Source: an optimization exercise on an open RTL-to-GDS flow (aim: small area). Production flows keep margins and buffers that such runs may drop.
Where RTL was checked, it was by simulation tests only, not by an equivalence proof against the original.
No driver is modelled on the clock port, so clocking that relies on it looks cheaper here than on a real chip.
Power figures rest on the tool's default switching activity, not on a simulated workload.

== north ==
Design hpf, start of the top module:
module hpf (
    input  wire        clk,
    input  wire        rst,           
    input  wire        op_valid,
    output wire        op_ready,
    input  wire [3:0]  op_sel,
    input  wire [7:0]  op_cmd,        
    input  wire [7:0]  op_plen,       
    input  wire [8:0]  op_flen,       
    input  wire [15:0] op_alg,        
    input  wire        pl_valid,
    input  wire [7:0]  pl_data,
    output wire        pl_ready,
    output wire        tx_valid,
    output wire [7:0]  tx_data,
    input  wire        tx_ready,
    input  wire        rx_valid,
    input  wire        rx_timeout,
    input  wire [7:0]  rx_data,
    output wire        rx_ready,
    output reg         done,
    output wire        busy,
    output reg  [2:0]  session,
    output wire [15:0] mode,
    output reg         mode_valid,
    output reg  [2:0]  res_kind,
    output reg         fb_valid,
    output wire [8:0]  fb_len,
    output reg         info_valid,
    output wire [7:0]  info_n,
    output reg  [15:0] info_pkt,
    output reg  [15:0] info_id,
    output reg  [7:0]  det_count,
    output reg  [3:0]  err_cause,
    output wire [8:0]  err_len,
    output wire        close_strobe,
    output wire        det_valid,
    output wire [7:0]  det_kind,
    output wire [15:0] det_ax,
    output wire [15:0] det_ay,
    output wire [15:0] det_bx,
    output wire [15:0] det_by
);
For scale: roughly 910 cells after synthesis, ~150 flip-flops.
Settings: LEC_CHECK=0, CAP_MARGIN=20, CORE_MARGIN=2, CORE_UTILIZATION=40, SLEW_MARGIN=20; clock period 8.0 ns.
run.sh (not shown) runs the stock make flow with config.mk's settings and CLKGATE_MAP_FILE= SYNTH_SCRIPT=/design/flow/synth_recipe.tcl, a recipe that flattens the netlist after the stock synthesis.
Input changes introduced in middle (baseline for comparison: north):
==> flow/flow/run.sh (new file) <==
#!/bin/bash
# The standard layout with: an area-oriented ABC mapping in synthesis (flow/synth_override.tcl,
# registers unchanged), buf_1 port buffers, and a clock tree of smaller buffers.
set -euo pipefail
{ head -1 synth_recipe.tcl; cat flow/synth_override.tcl; tail -n +2 synth_recipe.tcl; } > my_synth.tcl
sed "s#synth_recipe.tcl#my_synth.tcl#" standard.sh > my_standard.sh
export BUFFER_PORTS_ARGS="-buffer_cell sky130_fd_sc_hd__buf_1"
export CTS_ARGS="${CTS_ARGS_OVERRIDE:--sink_clustering_enable -repair_clock_nets -buf_list sky130_fd_sc_hd__clkbuf_8 -root_buf sky130_fd_sc_hd__clkbuf_8 -dont_use_dummy_load}"
bash my_standard.sh > standard.log 2>&1
==> flow/flow/synth_override.tcl (new file) <==
# Technology mapping for area: ABC maps with an area-recovering script at the real clock
# period (ps), and adders are left to ABC (no Kogge-Stone carry map, no full-adder
# extraction). Registers, flattening and renaming are exactly the standard synthesis's.
set ::my_abc_script {+strash;&get,-n;&st;&dch,-f;&nf,-R,1000;&put}
proc abc {args} {
  set a {}
  set skip 0
  foreach x $args {
    if {$skip} { set skip 0; continue }
    if {$x eq "-script" || $x eq "-D"} { set skip 1; continue }
    lappend a $x
  }
  yosys abc -script $::my_abc_script -D 8000 {*}$a
}
proc synth {args} {
  set a {}
  set skip 0
  foreach x $args {
    if {$skip} { set skip 0; continue }
    if {$x eq "-extra-map"} { set skip 1; continue }
    lappend a $x
  }
  yosys synth -nofsm -noshare {*}$a
}
proc extract_fa {args} {}
==> flow/standard.sh (new file) <==
#!/bin/bash
# synth_recipe.tcl (not shown) runs the flow's synth.tcl, then flattens the netlist and writes it again
# the make line also repeats each setting of config.mk as NAME=value (left out here)
make -C /OpenROAD-flow-scripts/flow DESIGN_CONFIG=/design/flow/config.mk WORK_HOME=/design/flow/orfs CLKGATE_MAP_FILE= SYNTH_SCRIPT=/design/flow/synth_recipe.tcl "${@:-finish}"
removed: flow/run.sh
Results
middle: no failed stages, no open violations at the end. middle vs. north: cell count saw a decrease; required time of the critical path saw little to no change. Total power: middle below north. middle: x dimension of the die is about 4.3% lower than what north reported. middle ends up with lower well tap count than north does.

========
== before ==
Another version of the RTL of hpf (not shown whole).
Size: ~150 flip-flops, about 250 I/O pins.
==> flow/design.v (excerpt) <==
module hpf (
    input  wire        clk,
    input  wire        rst,           
    input  wire        op_valid,
    output wire        op_ready,
    input  wire [3:0]  op_sel,
    input  wire [7:0]  op_cmd,        
    input  wire [7:0]  op_plen,       
    input  wire [8:0]  op_flen,       
    input  wire [15:0] op_alg,        
    input  wire        pl_valid,
    input  wire [7:0]  pl_data,
    output wire        pl_ready,
    output wire        tx_valid,
    output wire [7:0]  tx_data,
    input  wire        tx_ready,
    input  wire        rx_valid,
    input  wire        rx_timeout,
    input  wire [7:0]  rx_data,
    output wire        rx_ready,
    output reg         done,
    output wire        busy,
    output reg  [2:0]  session,
    output wire [15:0] mode,
    output reg         mode_valid,
    output wire [2:0]  res_kind,
    output reg         fb_valid,
    output wire [8:0]  fb_len,
    output reg         info_valid,
    output wire [7:0]  info_n,
    output reg  [15:0] info_pkt,
    output reg  [15:0] info_id,
    output reg  [7:0]  det_count,
    output wire [3:0]  err_cause,
    output wire [8:0]  err_len,
    output wire        close_strobe,
    output wire        det_valid,
    output wire [7:0]  det_kind,
    output wire [15:0] det_ax,
    output wire [15:0] det_ay,
    output wire [15:0] det_bx,
    output wire [15:0] det_by
);
clock: 8.0 ns
lec_check: 0
cap_margin: 0
core_margin: 2
core_utilization: 40
slew_margin: 0
standard.sh (not shown) runs the stock make flow with config.mk's settings and CLKGATE_MAP_FILE= SYNTH_SCRIPT=/design/flow/synth_recipe.tcl, a recipe that flattens the netlist after the stock synthesis.
==> flow/flow/run.sh <==
#!/bin/bash
# The standard layout with: an area-oriented ABC mapping in synthesis (flow/synth_override.tcl,
# registers unchanged), buf_1 port buffers, and a clock tree of smaller buffers.
set -euo pipefail
{ head -1 synth_recipe.tcl; cat flow/synth_override.tcl; tail -n +2 synth_recipe.tcl; } > my_synth.tcl
sed "s#synth_recipe.tcl#my_synth.tcl#" standard.sh > my_standard.sh
export BUFFER_PORTS_ARGS="-buffer_cell sky130_fd_sc_hd__buf_1"
export CTS_ARGS="-sink_clustering_enable -repair_clock_nets -buf_list sky130_fd_sc_hd__clkbuf_8 -root_buf sky130_fd_sc_hd__clkbuf_8 -dont_use_dummy_load"
bash my_standard.sh > standard.log 2>&1
==> flow/flow/synth_override.tcl <==
# Technology mapping for area: ABC maps with an area-recovering script at the real clock
# period (ps), and adders are left to ABC (no Kogge-Stone carry map, no full-adder
# extraction). Registers, flattening and renaming are exactly the standard synthesis's.
set ::my_abc_script {+strash;&get,-n;&st;&dch,-f;&nf,-R,1000;&put}
proc abc {args} {
  set a {}
  set skip 0
  foreach x $args {
    if {$skip} { set skip 0; continue }
    if {$x eq "-script" || $x eq "-D"} { set skip 1; continue }
    lappend a $x
  }
  yosys abc -script $::my_abc_script -D 8000 {*}$a
}
proc synth {args} {
  set a {}
  set skip 0
  foreach x $args {
    if {$skip} { set skip 0; continue }
    if {$x eq "-extra-map"} { set skip 1; continue }
    lappend a $x
  }
  yosys synth -nofsm -noshare {*}$a
}
proc extract_fa {args} {}
What after does differently from before at the input level:
- GPL_TIMING_DRIVEN now 0, previously not set
Findings:
- In after, the period utilization came out 3.2 points above the value in before.
- Setup slack in after is smaller than in before.
- Changes observed in after relative to before: leakage power climbed 4.6%, final hold slack went up, sum of routed wire length over all layers went down 1.9%.
No functional check of the RTL was part of any run of this note.

========
hpf, a different RTL version from the one above (not shown whole).
Size: roughly 250 I/O pins, about 8100 sq um of cells after synthesis.
export LEC_CHECK = 0
export CAP_MARGIN = 0
export CORE_MARGIN = 2
export CORE_UTILIZATION = 40
export SLEW_MARGIN = 0
create_clock -name core_clock -period 8.0 [get_ports {clk}]
==> flow/flow/run.sh <==
#!/bin/bash
# The standard layout with: an area-oriented ABC mapping in synthesis (flow/synth_override.tcl,
# registers unchanged), buf_1 port buffers, and a clock tree of clkbuf_8 that is then
# downsized where the flip-flop clock slew allows (flow/post_cts.tcl).
set -euo pipefail
here=$(pwd)
{ head -1 synth_recipe.tcl; cat flow/synth_override.tcl; tail -n +2 synth_recipe.tcl; } > my_synth.tcl
sed "s#synth_recipe.tcl#my_synth.tcl#" standard.sh > my_standard.sh
export BUFFER_PORTS_ARGS="-buffer_cell sky130_fd_sc_hd__buf_1"
export CTS_ARGS="-sink_clustering_enable -repair_clock_nets -buf_list sky130_fd_sc_hd__clkbuf_8 -root_buf sky130_fd_sc_hd__clkbuf_8 -dont_use_dummy_load"
export POST_CTS_TCL="$here/flow/post_cts.tcl"
bash my_standard.sh > standard.log 2>&1
==> flow/flow/post_cts.tcl <==
proc hpf_worst_clk_slew {} {
  estimate_parasitics -placement
  set w 0
  foreach p [get_pins -of_objects [all_registers] -filter "name == CLK"] {
    set s [get_property $p slew_max]
    if {$s > $w} { set w $s }
  }
  return $w
}
set hpf_limit 0.115
puts "post_cts: worst clock pin slew before [hpf_worst_clk_slew]"
foreach inst [get_cells *] {
  set m [get_property $inst ref_name]
  if {$m ne "sky130_fd_sc_hd__clkbuf_8"} { continue }
  foreach cand {sky130_fd_sc_hd__clkbuf_2 sky130_fd_sc_hd__clkbuf_4} {
    replace_cell $inst $cand
    set w [hpf_worst_clk_slew]
    if {$w <= $hpf_limit} {
      puts "post_cts: [get_name $inst] -> $cand (worst slew $w)"
      break
    }
    replace_cell $inst sky130_fd_sc_hd__clkbuf_8
  }
}
puts "post_cts: worst clock pin slew after [hpf_worst_clk_slew]"
detailed_placement
check_placement -verbose
estimate_parasitics -placement
Scripts as last shown in full above: flow/flow/synth_override.tcl
Edit:
- CORE_UTILIZATION: 40 -> 65
Result: Routed wire length decreases by a few percent. Synthesized area does not change. Cell count came out lower by a little under a tenth.

what the ideal ports hide:
Ports are ideal in the flow. The routed layouts listed here were re-timed in OpenROAD. Step 1 (the two cells are an assumption about what drives the block):
set clk [get_ports {clk}]
set_driving_cell -lib_cell sky130_fd_sc_hd__clkbuf_16 $clk
set_driving_cell -lib_cell sky130_fd_sc_hd__buf_2 [delete_from_list [all_inputs] $clk]
Step 2 moves the port delays by t, midway between the first and last clock arrival at a register: inputs arrive t later, outputs are due t later. That takes back most of the time a late clock gives input paths. a / b / c = ideal ports / drivers / drivers and shift; a / b = the first two.
| run | shift t [ns] | setup WS [ns] | worst data-port slew with drivers (ns) | cell pins on the clock port's net |
|---|---|---|---|---|
| north | 0.477 | 1.344 / 1.317 / 1.317 | 0.09 | 1 |
| middle | 0.493 | 2.340 / 2.302 / 2.796 | 0.05 | 1 |
| before | 0.490 | 2.093 / 2.072 / 2.072 | 0.07 | 1 |
| after | 0.490 | 1.835 / 1.807 / 1.807 | 0.06 | 1 |
| the first run of note 3 | 0.754 | 1.723 / 1.685 / 2.439 | 0.07 | 1 |
| the second run of note 3 | 0.776 | 1.345 / 1.313 / 2.089 | 0.06 | 1 |
After both steps setup and hold are still met in every run listed. For after, which loses most, drivers alone change the setup slack by -0.028 ns; drivers and shift together by -0.028 ns.
